Context: an optimization exercise on an open-source flow, tuned for small area, a short achievable clock period and few clock cycles. The choices shown serve that exercise and are no tape-out recipe.
Where RTL was checked, it was by simulation tests only, not by an equivalence proof against the original.

// bluenumi_led
module bluenumi_led (
    input  wire        clk,
    input  wire        rst,           
    input  wire        cmd_valid,
    output wire        cmd_ready,
    input  wire [63:0] cmd_word,
    input  wire [31:0] cmd_now,       
    output wire        rsp_valid,
    output wire [3:0]  rsp_status,
    output wire [31:0] led_level      
);
Size: about 1,200 cells after synthesis, roughly 53 flip-flops, ~8000 um2 of cells after synthesis.
clock: 30.0 ns
lec_check: 0
abc_area: 1
cap_margin: 20
core_margin: 2
core_utilization: 45
place_density: 0.6
slew_margin: 20
synth_hierarchical: 1
synth_memory_max_bits: 131072
standard.sh (not shown) runs the stock make flow with config.mk's settings and CLKGATE_MAP_FILE= SYNTH_SCRIPT=/design/flow/synth_recipe.tcl, a recipe that flattens the netlist after the stock synthesis.
==> flow/flow/run.sh <==
#!/bin/bash
# The standard layout (standard.sh), with one change: the buffers that
# buffer_ports puts on every input and output port are sky130_fd_sc_hd__buf_1
# cells instead of the tool's default pick (clkdlybuf4s50_1, a delay cell).
# ORFS's own logs go to orfs/logs; make's output goes to standard.log.
set -euo pipefail
bash standard.sh 'BUFFER_PORTS_ARGS=-buffer_cell sky130_fd_sc_hd__buf_1' finish > standard.log 2>&1
Testbench counts at the start, summed over its fixed seeds: cycles 37,036.
Then changed:
--- a/flow/design.v
+++ b/flow/design.v
@@ -59,19 +59,18 @@
     input  wire [31:0] cmd_now,       
     output wire        rsp_valid,
     output wire [3:0]  rsp_status,
     output wire [31:0] led_level      
 );
     reg        led_en;
     reg        led_paused;
     reg        led_pattern;
     reg  [7:0] lvl [0:3];
-    reg        rst_q;        
     reg        busy;         
     reg        phase;        
     reg        upd_q;        
     reg        rnz_q;        
     reg  [2:0] a_q;          
     reg  [1:0] t_q;          
     reg  [7:0] s2_q;         
     wire accept, ok, rnz, two_cyc, live_upd, is_pause, is_res, is_en, is_pat;
     wire b0 = cmd_word[0];
@@ -1024,44 +1023,39 @@
     assign cos_n287 = ~cos_n283 & ~cos_n286;
     assign cos_n288 = ~cos_n278 & ~cos_n287;
     assign cos_n289 = ~cos_n275 & cos_n288;
     assign cos_n290 = cos_n67 & cos_n114;
     assign cos_n291 = cos_n196 & ~cos_n240;
     assign cos_n292 = ~cos_n290 & cos_n291;
     assign cos_n293 = ~cos_n289 & cos_n292;
     assign c_q[0] = ~cos_n274 & ~cos_n293;
     wire       eval  = busy & upd_q;
-    wire       zap   = busy & ~upd_q & ~rnz_q;
     wire [1:0] r_ch  [0:3];
     wire [3:0] wr_ch;
     genvar k;
     generate
         for (k = 0; k < 4; k = k + 1) begin : g_ch
             wire [1:0] kk = led_pattern ? k : 2'd0;
             assign r_ch[k]   = j_q[1:0] + kk;
             assign wr_ch[k]  = eval & (~led_pattern | (r_ch[k][0] == phase));
             wire use_c = wr_ch[k] & (r_ch[k][0] ^ r_ch[k][1]);
             wire use_s = wr_ch[k] & ~(r_ch[k][0] ^ r_ch[k][1]);
-            wire keep  = ~rst_q & ~wr_ch[k] & ~zap;
-            assign led_level[8*k +: 8] = ({8{use_c}} & c_q) | ({8{use_s}} & s_q) | ({8{keep}} & lvl[k]);
+            assign led_level[8*k +: 8] = ({8{use_c}} & c_q) | ({8{use_s}} & s_q) | ({8{~wr_ch[k]}} & lvl[k]);
         end
     endgenerate
     integer i;
     always @(posedge clk) begin
-        rst_q <= rst;
-        for (i = 0; i < 4; i = i + 1)
-            lvl[i] <= led_level[8*i +: 8];
-    end
-    always @(posedge clk) begin
         if (rst) begin
             led_en      <= 1'b1;
             led_paused  <= 1'b0;
             led_pattern <= 1'b0;
+            for (i = 0; i < 4; i = i + 1)
+                lvl[i] <= 8'd0;
             busy        <= 1'b0;
             phase       <= 1'b0;
         end else begin
             if (accept) begin
                 busy  <= two_cyc;
                 phase <= 1'b0;
                 upd_q <= live_upd & ok;
                 rnz_q <= rnz;
                 a_q   <= A[2:0];
@@ -1075,12 +1069,14 @@
                 if (is_pause)
                     led_paused <= 1'b1;
                 if (is_res)
                     led_paused <= 1'b0;
                 if (is_en)
                     led_en <= b0;
                 if (is_pat)
                     led_pattern <= b0;
             end
+            for (i = 0; i < 4; i = i + 1)
+                lvl[i] <= (accept & ok & is_en & ~b0) ? 8'd0 : led_level[8*i +: 8];
         end
     end
 endmodule
=> The changed run finished with timing, DRC and antenna clean; via count climbs by 3.8%; register-to-register slack gains 40 ps; core utilization grows by 0.38 points; design area is higher by 1.1%; non-clock buffer count rose by 4; setup slack is better by 4.1 ps.
Function not checked in the second run of this note: the RTL went through the layout flow alone.

-- port drivers added, routing unchanged --
In the flow no input, the clock included, has a driving cell. The finished layouts below were timed again as built, in two steps.
Step 1 assumes that a clkbuf_16 drives the clock port and a buf_2 every other input.
Step 2, shift: input delay + t, output delay - t, t = (earliest + latest rising clock arrival at the registers) / 2. This alone moves slack from input paths to output paths.
a / b / c = ideal ports / drivers / drivers and shift; a / b = the first two.
| run | shift t [ns] | setup WS [ns] | worst setup path after step 2 | clock arrival spread, ns | worst data-port slew with drivers (ns) |
|---|---|---|---|---|---|
| the first run | 0.347 | 16.978 / 16.953 / 16.953 | input to output | 0.009 / 0.009 | 0.04 |
| the second run | 0.344 | 16.982 / 16.956 / 16.956 | input to output | 0.011 / 0.012 | 0.04 |
After both steps every run listed still meets setup and hold. For the second run, which loses most, drivers alone change the setup slack by -0.026 ns; drivers and shift together by -0.026 ns.
